Background: an optimization exercise with open tools, aiming at a short achievable clock period and few clock cycles. Do not read the settings as production practice.
Function not checked in this run: the RTL went through the layout flow alone.
Power is estimated from default activity; no workload was simulated.

[flow/config.mk]
export PLATFORM = sky130hd
export DESIGN_NAME = lzdec
export DESIGN_NICKNAME = lzdec
export VERILOG_FILES = /design/flow/design.v
export SDC_FILE = /design/flow/constraint.sdc
export NUM_CORES = 4
export LEC_CHECK = 0
export CAP_MARGIN = 20
export CORE_MARGIN = 2
export CORE_UTILIZATION = 40
export SLEW_MARGIN = 20
[flow/constraint.sdc]
create_clock -name core_clock -period 11.0 [get_ports {clk}]
set_input_delay 2.2000 -clock core_clock [delete_from_list [all_inputs] [get_ports {clk}]]
set_output_delay 2.2000 -clock core_clock [all_outputs]
set_load 0.01 [all_outputs]
[flow/design.v]
module lzdec (
    input  wire        clk,
    input  wire        rst,
    input  wire        start,
    input  wire [2:0]  fmt,
    input  wire [15:0] in_len,
    input  wire [15:0] max_out,
    output reg         in_re,
    output reg  [15:0] in_addr,
    input  wire [7:0]  in_rdata,
    output reg         out_re,
    output reg  [15:0] out_raddr,
    input  wire [7:0]  out_rdata,
    output reg         out_we,
    output reg  [15:0] out_waddr,
    output reg  [7:0]  out_wdata,
    output reg  [1:0]  state,
    output reg  [2:0]  err,
    output reg  [15:0] out_len
);
    localparam ST_IDLE  = 2'd0;
    localparam ST_BUSY  = 2'd1;
    localparam ST_DONE  = 2'd2;
    localparam ST_ERROR = 2'd3;
    localparam E_TRUNC   = 3'd1;
    localparam E_BACKREF = 3'd2;
    localparam E_HUFFTAB = 3'd3;
    localparam E_OUTSIZE = 3'd5;
    localparam E_CMDINV  = 3'd6;
    localparam PS_STOP = 5'd0;
    localparam PS_BAD  = 5'd1;
    localparam N_HDR   = 5'd2;
    localparam N_RAW   = 5'd3;
    localparam N_TOK   = 5'd4;
    localparam N_PAIR  = 5'd5;
    localparam N_PAIR2 = 5'd6;
    localparam P_TOK   = 5'd7;
    localparam P_X8    = 5'd8;
    localparam P_X32   = 5'd9;
    localparam P_CHK   = 5'd10;
    localparam H_INIT  = 5'd11;
    localparam H_TAB   = 5'd12;
    localparam H_KR    = 5'd13;
    localparam H_LIM   = 5'd14;
    localparam H_DEC   = 5'd15;
    localparam K_LIT  = 2'd0;
    localparam K_COPY = 2'd1;
    localparam K_END  = 2'd2;
    localparam SRC_LIT = 2'd0;
    localparam SRC_MEM = 2'd1;
    localparam SRC_H0  = 2'd2;    
    localparam SRC_H1  = 2'd3;    
    integer i;
    reg        go;
    reg [2:0]  c_fmt;
    reg [15:0] c_len;
    reg [15:0] c_max;
    reg [15:0] rp;           
    reg        v1;           
    reg        v2;           
    reg [7:0]  in_q;
    reg [7:0]  fb [0:7];     
    reg [3:0]  fcnt;
    reg        pf_on;
    reg [4:0]  pst;
    reg [15:0] ip;
    reg [15:0] rem_in;       
    reg [16:0] vout;         
    reg [12:0] rem_ch;       
    reg [12:0] pcnt;         
    reg [12:0] raw_left;
    reg [7:0]  flags;
    reg [3:0]  nfl;
    reg [15:0] praw;
    reg [13:0] poff;
    reg [16:0] plen;
    reg [31:0] ind;
    reg [5:0]  nind;
    reg [3:0]  hL [0:255];    
    reg [7:0]  hR [0:255];    
    reg [8:0]  cnt [0:15];
    reg [22:0] kraft;
    reg [6:0]  hj;
    reg [3:0]  hstep;
    reg [15:0] hcode;
    reg [15:0] ulim [1:15];   
    reg [7:0]  fc8 [1:15];    
    reg [47:0] bb;            
    reg [5:0]  nb;
    reg [15:0] hleft;
    reg        d2v, d2e;
    reg [2:0]  d2c;
    reg [3:0]  d2n;
    reg [14:0] d2w;
    reg        d3v, d3e;
    reg [2:0]  d3c;
    reg [3:0]  d3n;
    reg [7:0]  d3r;
    reg [1:0]  qk   [0:3];
    reg [7:0]  qlit [0:3];
    reg [15:0] qsrc [0:3];
    reg [16:0] qlen [0:3];
    reg [1:0]  qsel [0:3];
    reg [2:0]  qcode[0:3];
    reg [2:0]  qn;
    wire       qfull = qn[2];
    reg        a_run;
    reg [16:0] cur_rem;
    reg [1:0]  cur_sel;
    reg [15:0] room;
    reg [15:0] apos;
    reg        b_v, b_f;
    reg [1:0]  b_sel;
    reg [7:0]  b_lit;
    reg [15:0] b_pos;
    reg [2:0]  b_code;
    reg        c_v, c_f;
    reg [1:0]  c_sel;
    reg [7:0]  c_lit;
    reg [15:0] c_pos;
    reg [2:0]  c_code;
    reg [7:0]  h1;
    reg [2:0]  k;             
    reg        push;
    reg [1:0]  pk;
    reg [7:0]  plit;
    reg [15:0] psrc;
    reg [16:0] plen_o;
    reg [1:0]  psel;
    reg [2:0]  pcode;
    reg        flush;
    reg [15:0] ftarget;
    reg [4:0]  n_pst;
    reg [16:0] n_vout;
    reg [12:0] n_rem_ch;
    reg [12:0] n_pcnt;
    reg [12:0] n_raw_left;
    reg [7:0]  n_flags;
    reg [3:0]  n_nfl;
    reg [15:0] n_praw;
    reg [13:0] n_poff;
    reg [16:0] n_plen;
    reg [31:0] n_ind;
    reg [5:0]  n_nind;
    wire [15:0] w16 = {fb[1], fb[0]};
    wire [31:0] w32 = {fb[3], fb[2], fb[1], fb[0]};
    wire in0  = (rem_in == 16'd0);
    wire inlt2 = (rem_in < 16'd2);
    wire inlt4 = (rem_in < 16'd4);
    wire chlt1 = (rem_ch == 13'd0);
    wire chlt2 = (rem_ch < 13'd2);
    wire [11:0] q12 = (pcnt == 13'd0) ? 12'd0 : (pcnt[11:0] - 12'd1);
    reg  [3:0]  lbits;
    always @* begin
        if      (q12[11]) lbits = 4'd4;
        else if (q12[10]) lbits = 4'd5;
        else if (q12[9])  lbits = 4'd6;
        else if (q12[8])  lbits = 4'd7;
        else if (q12[7])  lbits = 4'd8;
        else if (q12[6])  lbits = 4'd9;
        else if (q12[5])  lbits = 4'd10;
        else if (q12[4])  lbits = 4'd11;
        else              lbits = 4'd12;
    end
    wire [15:0] lmask   = (16'd1 << lbits) - 16'd1;
    wire [15:0] pofield = praw >> lbits;
    wire [15:0] plfield = praw & lmask;
    wire [16:0] x32len = (|w32[31:17]) ? 17'h1FFFF :
                         (({1'b0, w32[16:0]} + 18'd3) > 18'h1FFFF) ? 17'h1FFFF :
                         (w32[16:0] + 17'd3);
    wire [3:0]  ta = fb[0][3:0];
    wire [3:0]  tb = fb[0][7:4];
    wire [22:0] kwa = (ta != 4'd0) ? (23'd1 << (5'd15 - {1'b0, ta})) : 23'd0;
    wire [22:0] kwb = (tb != 4'd0) ? (23'd1 << (5'd15 - {1'b0, tb})) : 23'd0;
    wire [7:0]  rank_a = cnt[ta][7:0];
    wire [7:0]  rank_b = cnt[tb][7:0] + {7'd0, (ta == tb)};
    wire [15:0] hlim = hcode + {7'd0, cnt[hstep]};
    wire [14:0] win = bb[47:33];
    reg  [14:0] tge;       
    reg  [15:1] oh;
    reg  [3:0]  dn;
    reg         dvalid;
    always @* begin
        for (i = 1; i <= 15; i = i + 1)
            tge[i-1] = ({1'b0, win} >= ulim[i]);
        oh[1] = ~tge[0];
        for (i = 2; i <= 15; i = i + 1)
            oh[i] = tge[i-2] & ~tge[i-1];
        dn = 4'd0;
        dvalid = 1'b0;
        for (i = 1; i <= 15; i = i + 1)
            if (oh[i]) begin
                dn = dn | i[3:0];
                dvalid = dvalid | ({2'b00, i[3:0]} <= nb);
            end
    end
    wire        hspace = ({1'b0, qn} + {2'd0, d2v} + {2'd0, d3v}) <= 4'd3;
    wire        hrefill = (pst == H_DEC) && (nb <= 6'd32) && (fcnt >= 4'd2) && !inlt2;
    wire [47:0] bb_ins = hrefill ? (bb | ({w16, 32'd0} >> nb)) : bb;
    always @* begin
        k = 3'd0;
        push = 1'b0;
        pk = K_LIT;
        plit = fb[0];
        psrc = vout[15:0] - {2'b00, poff};
        plen_o = plen;
        psel = (poff == 14'd1) ? SRC_H0 : (poff == 14'd2) ? SRC_H1 : SRC_MEM;
        pcode = 3'd0;
        flush = 1'b0;
        ftarget = ip + {3'd0, rem_ch};
        n_pst = pst;
        n_vout = vout;
        n_rem_ch = rem_ch;
        n_pcnt = pcnt;
        n_raw_left = raw_left;
        n_flags = flags;
        n_nfl = nfl;
        n_praw = praw;
        n_poff = poff;
        n_plen = plen;
        n_ind = ind;
        n_nind = nind;
        case (pst)
            PS_BAD: if (!qfull) begin
                push = 1'b1; pk = K_END; pcode = E_CMDINV; n_pst = PS_STOP;
            end
            N_HDR: if (!qfull) begin
                if (in0) begin
                    push = 1'b1; pk = K_END; pcode = 3'd0; n_pst = PS_STOP;
                end else if (inlt2) begin
                    push = 1'b1; pk = K_END; pcode = E_TRUNC; n_pst = PS_STOP;
                end else if (fcnt >= 4'd2) begin
                    k = 3'd2;
                    if (w16 == 16'd0) begin
                        push = 1'b1; pk = K_END; pcode = 3'd0; n_pst = PS_STOP;
                    end else if (!w16[15]) begin
                        n_raw_left = {1'b0, w16[11:0]} + 13'd1;
                        n_pst = N_RAW;
                    end else begin
                        n_rem_ch = {1'b0, w16[11:0]} + 13'd1;
                        n_pcnt = 13'd0;
                        n_nfl = 4'd0;
                        n_pst = N_TOK;
                    end
                end
            end
            N_RAW: if (!qfull) begin
                if (in0) begin
                    push = 1'b1; pk = K_END; pcode = E_TRUNC; n_pst = PS_STOP;
                end else if (fcnt != 4'd0) begin
                    k = 3'd1;
                    push = 1'b1; pk = K_LIT; plen_o = 17'd1; psel = SRC_LIT;
                    n_vout = vout + 17'd1;
                    n_raw_left = raw_left - 13'd1;
                    if (raw_left == 13'd1) n_pst = N_HDR;
                end
            end
            N_TOK: if (!qfull) begin
                if (chlt1) n_pst = N_HDR;
                else if (pcnt == 13'd4096) begin
                    if ({3'd0, rem_ch} > rem_in) begin
                        push = 1'b1; pk = K_END; pcode = E_TRUNC; n_pst = PS_STOP;
                    end else begin
                        flush = 1'b1;
                        n_pst = N_HDR;
                    end
                end else if (nfl == 4'd0) begin
                    if (in0) begin
                        push = 1'b1; pk = K_END; pcode = E_TRUNC; n_pst = PS_STOP;
                    end else if (fcnt != 4'd0) begin
                        k = 3'd1;
                        n_rem_ch = rem_ch - 13'd1;
                        n_flags = fb[0];
                        n_nfl = 4'd8;
                    end
                end else if (!flags[0]) begin
                    if (in0) begin
                        push = 1'b1; pk = K_END; pcode = E_TRUNC; n_pst = PS_STOP;
                    end else if (fcnt != 4'd0) begin
                        k = 3'd1;
                        n_rem_ch = rem_ch - 13'd1;
                        push = 1'b1; pk = K_LIT; plen_o = 17'd1; psel = SRC_LIT;
                        n_vout = vout + 17'd1;
                        n_pcnt = pcnt + 13'd1;
                        n_flags = flags >> 1;
                        n_nfl = nfl - 4'd1;
                    end
                end else begin
                    if (inlt2 || chlt2) begin
                        push = 1'b1; pk = K_END; pcode = E_TRUNC; n_pst = PS_STOP;
                    end else if (fcnt >= 4'd2) begin
                        k = 3'd2;
                        n_rem_ch = rem_ch - 13'd2;
                        n_praw = w16;
                        n_flags = flags >> 1;
                        n_nfl = nfl - 4'd1;
                        n_pst = N_PAIR;
                    end
                end
            end
            N_PAIR: begin
                n_poff = {2'b00, pofield[11:0]} + 14'd1;
                n_plen = {5'd0, plfield[11:0]} + 17'd3;
                n_pst = N_PAIR2;
            end
            N_PAIR2: if (!qfull) begin
                if ((poff > {1'b0, pcnt}) || ({4'd0, pcnt} + plen > 17'd4096)) begin
                    push = 1'b1; pk = K_END; pcode = E_BACKREF; n_pst = PS_STOP;
                end else begin
                    push = 1'b1; pk = K_COPY;
                    n_vout = vout + plen;
                    n_pcnt = pcnt + plen[12:0];
                    n_pst = N_TOK;
                end
            end
            P_TOK: if (!qfull) begin
                if (vout == {1'b0, c_max}) begin
                    push = 1'b1; pk = K_END; pcode = 3'd0; n_pst = PS_STOP;
                end else if (in0) begin
                    push = 1'b1; pk = K_END; pcode = 3'd0; n_pst = PS_STOP;
                end else if (nind == 6'd0) begin
                    if (inlt4) begin
                        push = 1'b1; pk = K_END; pcode = E_TRUNC; n_pst = PS_STOP;
                    end else if (fcnt >= 4'd4) begin
                        k = 3'd4;
                        n_ind = w32;
                        n_nind = 6'd32;
                        if (rem_in == 16'd4) begin
                            push = 1'b1; pk = K_END; pcode = 3'd0; n_pst = PS_STOP;
                        end
                    end
                end else if (!ind[0]) begin
                    if (fcnt != 4'd0) begin
                        k = 3'd1;
                        push = 1'b1; pk = K_LIT; plen_o = 17'd1; psel = SRC_LIT;
                        n_vout = vout + 17'd1;
                        n_ind = ind >> 1;
                        n_nind = nind - 6'd1;
                    end
                end else begin
                    if (inlt2) begin
                        push = 1'b1; pk = K_END; pcode = E_TRUNC; n_pst = PS_STOP;
                    end else if (fcnt >= 4'd2) begin
                        k = 3'd2;
                        n_ind = ind >> 1;
                        n_nind = nind - 6'd1;
                        n_poff = {1'b0, w16[12:0]} + 14'd1;
                        n_plen = {14'd0, w16[15:13]} + 17'd3;
                        n_pst = (w16[15:13] == 3'd7) ? P_X8 : P_CHK;
                    end
                end
            end
            P_X8: if (!qfull) begin
                if (in0) begin
                    push = 1'b1; pk = K_END; pcode = E_TRUNC; n_pst = PS_STOP;
                end else if (fcnt != 4'd0) begin
                    k = 3'd1;
                    n_plen = {9'd0, fb[0]} + 17'd10;
                    n_pst = (fb[0] == 8'hFF) ? P_X32 : P_CHK;
                end
            end
            P_X32: if (!qfull) begin
                if (inlt4) begin
                    push = 1'b1; pk = K_END; pcode = E_TRUNC; n_pst = PS_STOP;
                end else if (fcnt >= 4'd4) begin
                    k = 3'd4;
                    n_plen = x32len;
                    n_pst = P_CHK;
                end
            end
            P_CHK: if (!qfull) begin
                if ({3'd0, poff} > vout) begin
                    push = 1'b1; pk = K_END; pcode = E_BACKREF; n_pst = PS_STOP;
                end else begin
                    push = 1'b1; pk = K_COPY;
                    n_vout = vout + plen;
                    n_pst = P_TOK;
                end
            end
            H_INIT: if (!qfull) begin
                if (c_max == 16'd0) begin
                    push = 1'b1; pk = K_END; pcode = 3'd0; n_pst = PS_STOP;
                end else if (rem_in < 16'd128) begin
                    push = 1'b1; pk = K_END; pcode = E_TRUNC; n_pst = PS_STOP;
                end else
                    n_pst = H_TAB;
            end
            H_TAB: if (fcnt != 4'd0) begin
                k = 3'd1;
                if (hj == 7'd127) n_pst = H_KR;
            end
            H_KR: if (!qfull) begin
                if (kraft != 23'h8000) begin
                    push = 1'b1; pk = K_END; pcode = E_HUFFTAB; n_pst = PS_STOP;
                end else
                    n_pst = H_LIM;
            end
            H_LIM: if (hstep == 4'd15) n_pst = H_DEC;
            H_DEC: begin
                if (hrefill) k = 3'd2;
            end
            default: ;
        endcase
    end
    wire d1_go   = (pst == H_DEC) && hspace;
    wire d1_end  = d1_go && (hleft == 16'd0);
    wire d1_sym  = d1_go && !d1_end && dvalid;
    wire d1_trn  = d1_go && !d1_end && !dvalid && inlt2;
    reg [7:0] d2c8, d2f8;
    always @* begin
        d2c8 = 8'd0;
        d2f8 = 8'd0;
        for (i = 1; i <= 15; i = i + 1)
            if (d2n == i[3:0]) begin
                d2c8 = d2w >> (15 - i);
                d2f8 = fc8[i];
            end
    end
    reg [7:0] d3sym;
    always @* begin
        d3sym = 8'd0;
        for (i = 0; i < 256; i = i + 1)
            if (hL[i] == d3n && hR[i] == d3r)
                d3sym = d3sym | i[7:0];
    end
    wire       hpush = d3v;
    wire       qpush = push | hpush;
    wire [1:0] qi_k    = hpush ? (d3e ? K_END : K_LIT) : pk;
    wire [7:0] qi_lit  = hpush ? d3sym : plit;
    wire [2:0] qi_code = hpush ? d3c : pcode;
    wire a_cont  = a_run && (cur_rem != 17'd0);
    wire a_take  = a_run && (cur_rem == 17'd0) && (qn != 3'd0);
    wire a_byte  = a_cont || (a_take && qk[0] != K_END);
    wire a_ovf   = a_byte && (room == 16'd0);
    wire a_emit  = a_byte && !a_ovf;
    wire a_fin   = a_ovf || (a_take && qk[0] == K_END);
    wire [1:0] a_sel = a_cont ? cur_sel : (qk[0] == K_LIT ? SRC_LIT : qsel[0]);
    wire pop = a_take && !a_ovf;
    reg [3:0] fpos;
    always @(posedge clk) begin
        if (rst) begin
            state   <= ST_IDLE;
            err     <= 3'd0;
            out_len <= 16'd0;
            go      <= 1'b0;
            in_re   <= 1'b0;
            v1      <= 1'b0;
            v2      <= 1'b0;
            pf_on   <= 1'b0;
            fcnt    <= 4'd0;
            pst     <= PS_STOP;
            qn      <= 3'd0;
            a_run   <= 1'b0;
            b_v     <= 1'b0;
            b_f     <= 1'b0;
            c_v     <= 1'b0;
            c_f     <= 1'b0;
            out_re  <= 1'b0;
            out_we  <= 1'b0;
            d2v     <= 1'b0;
            d3v     <= 1'b0;
        end else begin
            go <= 1'b0;
            if (state != ST_BUSY && start) begin
                state <= ST_BUSY;
                err   <= 3'd0;
                c_fmt <= fmt;
                c_len <= in_len;
                c_max <= max_out;
                go    <= 1'b1;
            end else if (c_f) begin
                state   <= (c_code == 3'd0) ? ST_DONE : ST_ERROR;
                err     <= c_code;
                out_len <= (c_code == 3'd0) ? c_pos : 16'd0;
                pf_on   <= 1'b0;
            end
            v1   <= in_re && !flush && !go;
            v2   <= v1 && !flush && !go;
            in_q <= in_rdata;
            if (go || flush) begin
                fcnt <= 4'd0;
                if (go) pf_on <= 1'b1;
                in_re   <= 1'b1;
                in_addr <= go ? 16'd0 : ftarget;
                rp      <= (go ? 16'd0 : ftarget) + 16'd1;
            end else begin
                fpos = fcnt - {1'b0, k};
                for (i = 0; i < 8; i = i + 1) begin
                    if (i + k < 8) fb[i] <= fb[i + k];
                    if (v2 && fpos == i[3:0]) fb[i] <= in_q;
                end
                fcnt <= fpos + {3'd0, v2};
                if (pf_on && ({1'b0, fcnt} + {4'd0, v2} + {4'd0, v1} + {4'd0, in_re} <= 5'd7)) begin
                    in_re   <= 1'b1;
                    in_addr <= rp;
                    rp      <= rp + 16'd1;
                end else
                    in_re <= 1'b0;
            end
            if (go) begin
                ip     <= 16'd0;
                rem_in <= c_len;
                vout   <= 17'd0;
                nind   <= 6'd0;
                case (c_fmt)
                    3'd0: pst <= N_HDR;
                    3'd1: pst <= P_TOK;
                    3'd2: pst <= H_INIT;
                    default: pst <= PS_BAD;
                endcase
            end else if (c_f) begin
                pst      <= PS_STOP;
            end else begin
                pst      <= n_pst;
                vout     <= n_vout;
                rem_ch   <= n_rem_ch;
                pcnt     <= n_pcnt;
                raw_left <= n_raw_left;
                flags    <= n_flags;
                nfl      <= n_nfl;
                praw     <= n_praw;
                poff     <= n_poff;
                plen     <= n_plen;
                ind      <= n_ind;
                nind     <= n_nind;
                if (flush) begin
                    ip     <= ftarget;
                    rem_in <= rem_in - {3'd0, rem_ch};
                end else begin
                    ip     <= ip + {13'd0, k};
                    rem_in <= rem_in - {13'd0, k};
                end
            end
            if (pst == H_INIT) begin
                for (i = 0; i < 16; i = i + 1) cnt[i] <= 9'd0;
                kraft <= 23'd0;
                hj    <= 7'd0;
                hstep <= 4'd1;
                hcode <= 16'd0;
                nb    <= 6'd0;
                bb    <= 48'd0;
                hleft <= c_max;
            end
            if (pst == H_TAB && fcnt != 4'd0) begin
                for (i = 0; i < 254; i = i + 1) begin
                    hL[i] <= hL[i + 2];
                    hR[i] <= hR[i + 2];
                end
                hL[254] <= ta;
                hL[255] <= tb;
                hR[254] <= rank_a;
                hR[255] <= rank_b;
                for (i = 1; i < 16; i = i + 1)
                    cnt[i] <= cnt[i] + {8'd0, (ta == i[3:0])} + {8'd0, (tb == i[3:0])};
                kraft <= kraft + kwa + kwb;
                hj    <= hj + 7'd1;
            end
            if (pst == H_LIM) begin
                for (i = 1; i <= 15; i = i + 1)
                    if (hstep == i[3:0]) begin
                        ulim[i] <= hlim << (15 - i);
                        fc8[i]  <= hcode[7:0];
                    end
                hcode <= hlim << 1;
                hstep <= hstep + 4'd1;
            end
            if (go) begin
                d2v <= 1'b0;
                d3v <= 1'b0;
            end else begin
                d2v <= d1_end || d1_sym || d1_trn;
                d2e <= d1_end || d1_trn;
                d2c <= d1_trn ? E_TRUNC : 3'd0;
                d2n <= dn;
                d2w <= win;
                if (d1_end || d1_trn) pst <= PS_STOP;    
                if (pst == H_DEC) begin
                    if (d1_sym) begin
                        bb    <= bb_ins << dn;
                        nb    <= nb + (hrefill ? 6'd16 : 6'd0) - {2'd0, dn};
                        hleft <= hleft - 16'd1;
                    end else begin
                        bb <= bb_ins;
                        nb <= nb + (hrefill ? 6'd16 : 6'd0);
                    end
                end
                d3v <= d2v;
                d3e <= d2e;
                d3c <= d2c;
                d3n <= d2n;
                d3r <= d2c8 - d2f8;
            end
            if (go) begin
                qn <= 3'd0;
            end else begin
                for (i = 0; i < 4; i = i + 1) begin
                    if (pop && i < 3) begin
                        qk[i]    <= qk[i + 1];
                        qlit[i]  <= qlit[i + 1];
                        qsrc[i]  <= qsrc[i + 1];
                        qlen[i]  <= qlen[i + 1];
                        qsel[i]  <= qsel[i + 1];
                        qcode[i] <= qcode[i + 1];
                    end
                    if (qpush && (qn - {2'd0, pop}) == i[2:0]) begin
                        qk[i]    <= qi_k;
                        qlit[i]  <= qi_lit;
                        qsrc[i]  <= psrc;
                        qlen[i]  <= plen_o;
                        qsel[i]  <= psel;
                        qcode[i] <= qi_code;
                    end
                end
                qn <= qn + {2'd0, qpush} - {2'd0, pop};
            end
            if (go) begin
                a_run   <= 1'b1;
                cur_rem <= 17'd0;
                room    <= c_max;
                apos    <= 16'd0;
                b_v     <= 1'b0;
                b_f     <= 1'b0;
                out_re  <= 1'b0;
            end else begin
                if (a_fin) a_run <= 1'b0;
                if (a_cont)
                    cur_rem <= cur_rem - 17'd1;
                else if (pop && qk[0] == K_COPY)
                    cur_rem <= qlen[0] - 17'd1;
                if (pop) cur_sel <= qsel[0];
                if (a_emit) begin
                    room <= room - 16'd1;
                    apos <= apos + 16'd1;
                end
                out_re    <= a_emit && (a_sel == SRC_MEM);
                out_raddr <= a_cont ? out_raddr + 16'd1 : qsrc[0];
                b_v    <= a_emit;
                b_f    <= a_fin;
                b_sel  <= a_sel;
                b_lit  <= qlit[0];
                b_pos  <= apos;
                b_code <= a_ovf ? E_OUTSIZE : qcode[0];
            end
            c_v    <= b_v;
            c_f    <= b_f;
            c_sel  <= b_sel;
            c_lit  <= b_lit;
            c_pos  <= b_pos;
            c_code <= b_code;
            out_we <= c_v;
            if (c_v) begin
                out_waddr <= c_pos;
                case (c_sel)
                    SRC_LIT: out_wdata <= c_lit;
                    SRC_MEM: out_wdata <= out_rdata;
                    SRC_H0:  out_wdata <= out_wdata;
                    default: out_wdata <= h1;
                endcase
                h1 <= out_wdata;
            end
        end
    end
endmodule
[flow/run.sh]
#!/bin/bash
# synth_recipe.tcl (not shown) runs the flow's synth.tcl, then flattens the netlist and writes it again
# the make line also repeats each setting of config.mk as NAME=value (left out here)
make -C /OpenROAD-flow-scripts/flow DESIGN_CONFIG=/design/flow/config.mk WORK_HOME=/design/flow/orfs CLKGATE_MAP_FILE= SYNTH_SCRIPT=/design/flow/synth_recipe.tcl finish
==> results.yml <==
floorplanning:
  die_w_um: 719
  initial_core_util_pct: 40.2
  core_area_um2: 509000
  io_pins: 134
  dieArea_um2: 517000
  die_h_um: 719
  rows: 262
routing:
  drt_wl_total_mm: 578
  remaining_drc_errors: 0
  drtPass1Iterations: 9
  avgRoutedWirePerCell_um: 25.9
  num_vias: 125000
  drt_iter0_drc: 12500
  viasPerCell: 5.61
  ant_nets: 0
critical_path:
  critPathMaxFanout: 65
  worst_setup_path_end_kind: "flip-flop"
  crit_top_cell: "nand4_1"
  setup.worst_path.start: "d3r[7]"
  slowest_delay_ns: 0.89
  regToRegSetupSlack_ns: 4.36
  startpoint_type: "flip-flop"
  slowest_stage: "edfxtp_1"
  worstPathRequired_ns: 11.79
  worst-setup-path-type: "reg2reg"
  cp.arrival_ns: 7.43
  worstPathCellList: "buf_12 > buf_12 > buf_4 > xnor2_1 > nand4_1 > nor3_1 > a31oi_1 > nor3b_1 > nand4_1 > nor4_1 > nand4_1 > o32a_1 > mux2_4"
  reg2reg_from: "d3r[7]"
sta:
  fin_worst_skew_ns: 0.0656
  max_slew.worst_pin.slew_ns: 1.20
  fin_crit_sh_pct: 60.4
  slew_viol_final: 0
  grt_setup_unrepaired: "false"
  setup_viol: 0
  period_needed_ns: 6.64
  slew_headroom_pct: 19.1
  hold_violations: 0
  tns_ns: 0
  setup_ws_ns: 4.36
  fmax_ghz: 0.151
placement:
  gp_congestion: 0.931
  dpl.cell_count: 21500
  pre_cts_slack_ns: 4.37
  port_buffers: 133
  hpwl_mm: 385
global_route:
  grt_util_all_layers_pct: 21.7
  grt_pass1_vias: 124000
  overflow: 0
  antenna_found_initial: 19
  grt_first_pass_wirelength_mm: 848
  grt_max_degree: 189
yosys:
  ys_warn_count: 13
  synth_edf_count: 4262
  synth-seq-cells: 4309
  seq_area_frac_synth_pct: 63.0
  syn_area_um2: 205000
  synth_flop_cell: "edfxtp_1"
  synthArstFlopShare_pct: 0
  syn_area_per_cell_um2: 13.5
  ys_types: 107
  netlist_instances: 15100
clock_network:
  htree_num_levels: 5
  clkTransAtPathRegs_ns: 0.06
  cts_resized: 0
  cts_buffers: 436
  root_buffer: "clkbuf_16"
  cts_tree: "done"
  cts_setup_buffers: 0
  cts.sinks: 4309
  cts_hold_buf: 0
  clkLatencyLatePin_ns: 1.06
  cts.path.max_buffers: 4
power:
  p_leak_uw: 0.0755
  ir_drop_v: 0.000155
  p_per_area_nw_per_um2: 171
layout:
  layout_common_cells: "4,262 x edfxtp_1, 1,758 x xnor2_1, 1,712 x xor2_1, 691 x nor2_1, 653 x nand2_1"
  layout.cells.non_filler: 22300
  nets: 15700
  layout_commonest_cell: "edfxtp_1"
  area_growth_pct: 11.8
  nFillCells: 45400
  drive_above_1_share_pct: 8.37
run:
  drv_cap: 0
worst_hold_path:
  hold_start: "b_lit[6]"
  hold_path_class: "reg2reg"
outcome:
  outcome: "complete, no violations"
-- where the power goes --
group / switching, µW / internal [µW]
registers: 274 / 18100
clock network: 6530 / 8590
logic: 3520 / 2110
total: 10300 / 28800
-- routing by layer --
layer  track usage, %  up-vias  part of all wire [%]
li1                 -    56200                     -
met2             35.3     4466                    47
met3             2.77     1096                   5.9
met1             30.0    63400                    43
met5                0        -                0.0045
met4             7.27        4                   3.7
-- worst max-delay path: cells and delay by family, from the launching register on --
family	cells	cell delay (ns)
buffers and inverters	3	1.50
AO/OA/AOI/OAI	2	1.16
AND/OR/NAND/NOR	6	2.20
multiplexers	1	0.32
XOR/XNOR	1	0.15
flip-flops	1	0.89
-- synthesized netlist by cell type (29+ instances only) --
cell type  count  share of area [%]
a211oi_1      67               0.25
a21o_1        58               0.21
a21oi_1      461                1.1
a221oi_1      67               0.29
a222oi_1      50               0.24
a22o_1        73               0.31
a22oi_1      147               0.54
a311oi_1      31               0.13
a31o_2        29               0.12
a31oi_1      116               0.35
and2_1        78               0.24
and3_1       102               0.31
buf_1         94               0.17
buf_2        345               0.84
clkbuf_1     325               0.60
dfxtp_1       47               0.46
edfxtp_1    4262                 63
fa_1          47               0.46
ha_1         362                2.2
inv_1        397               0.73
mux2_2       136               0.75
mux2_4        34               0.25
mux2i_1      212                1.0
nand2_1      654                1.2
nand2b_1      51               0.16
nand3_1      314               0.77
nand4_1      514                1.6
nor2_1       703                1.3
nor2b_1       75               0.23
nor3_1       265               0.65
nor4_1       459                1.4
o211ai_1      54               0.20
o21a_1        42               0.15
o21ai_0      393               0.96
o221ai_1      45               0.19
o22ai_1       41               0.13
o31ai_1       45               0.17
or3_1         48               0.15
xnor2_1     1763                7.5
xor2_1      1714                7.3
-- flip-flops by register name, indices dropped and copies added, names as in the netlist, 23 cells and up --
register,flops
qsrc,64
ulim,135
bb,48
hR,2040
qlen,68
ind,32
kraft,23
hL,1020
qlit,32
cnt,135
fb,64
fc8,105
-- area by class of cell --
cell class	count	area [µm²]	area share, %
antenna	7	17.5	0.00766
clock buffer	534	11500	5.03
clock inverter	266	2750	1.20
inverter	407	1540	0.671
multi-input combinational	9623	71400	31.2
sequential	4309	129000	56.4
tap	6732	8420	3.68
timing repair buffer	437	4160	1.82
-- stage by stage --
step / instance area (µm²) / hold WS (ns) / power (µW) / util [%]
final: 229000 / 0.386 / 39100 / 44.9
after global routing: 229000 / 0.407 / 40500 / 44.9
after CTS: 229000 / 0.395 / 39400 / 44.9
after detailed placement: 214000 / 0.405 / 24300 / 42.1
after global placement: 214000 / 0.401 / 24300 / 42.1
after floorplan: 205000 / 0.400 / 22700 / -
-- cells by family (layout without fill, tap and decap cells) --
family / count (synthesis) / after routing / share of synthesized area, %
other: 2 / 11 / 0.00367
buffers and inverters: 1183 / 1644 / 2.40
AOI/OAI and AO/OA: 1915 / 1915 / 6.26
DFF: 4309 / 4309 / 63.0
and+or+nand+nor: 3427 / 3427 / 8.63
adders and majority gates: 409 / 409 / 2.67
muxes: 390 / 390 / 2.12
xor gates and xnor gates: 3478 / 3478 / 14.9
-- path summary, 6_finish.rpt --
| check | depth (start not counted) | end |
|---|---|---|
| worst min register to register | 0 | c_lit[6] |
| worst min-delay path | 0 | c_lit[6] |
| worst max-delay path | 13 | qlit[2][3] |
| worst max register to register | 13 | qlit[2][3] |

## re-timing with driven ports
No port has a modelled driver above. Below, the same layout with a new extraction and two added sets of constraints. Step 1 assumes that a clkbuf_16 drives the clock port and a buf_2 every other input. Step 2 adds t to the input delays and takes it off the output delays; t is the mean of the earliest and latest rising clock arrival at the registers after step 1. Input paths then give back, and output paths get back, about the clock's delay inside the block. Slacks: ideal ports / drivers / drivers and shift; pairs: ideal ports / drivers.
t, ns: 1.148
slack for setup (ns): 4.356 / 4.356 / 4.356
hold WS [ns]: 0.386 / 0.386 / 0.386
After both steps this run still meets setup and hold. The setup slack of this run moves by 0.000 ns with the drivers and by 0.000 ns with both steps.
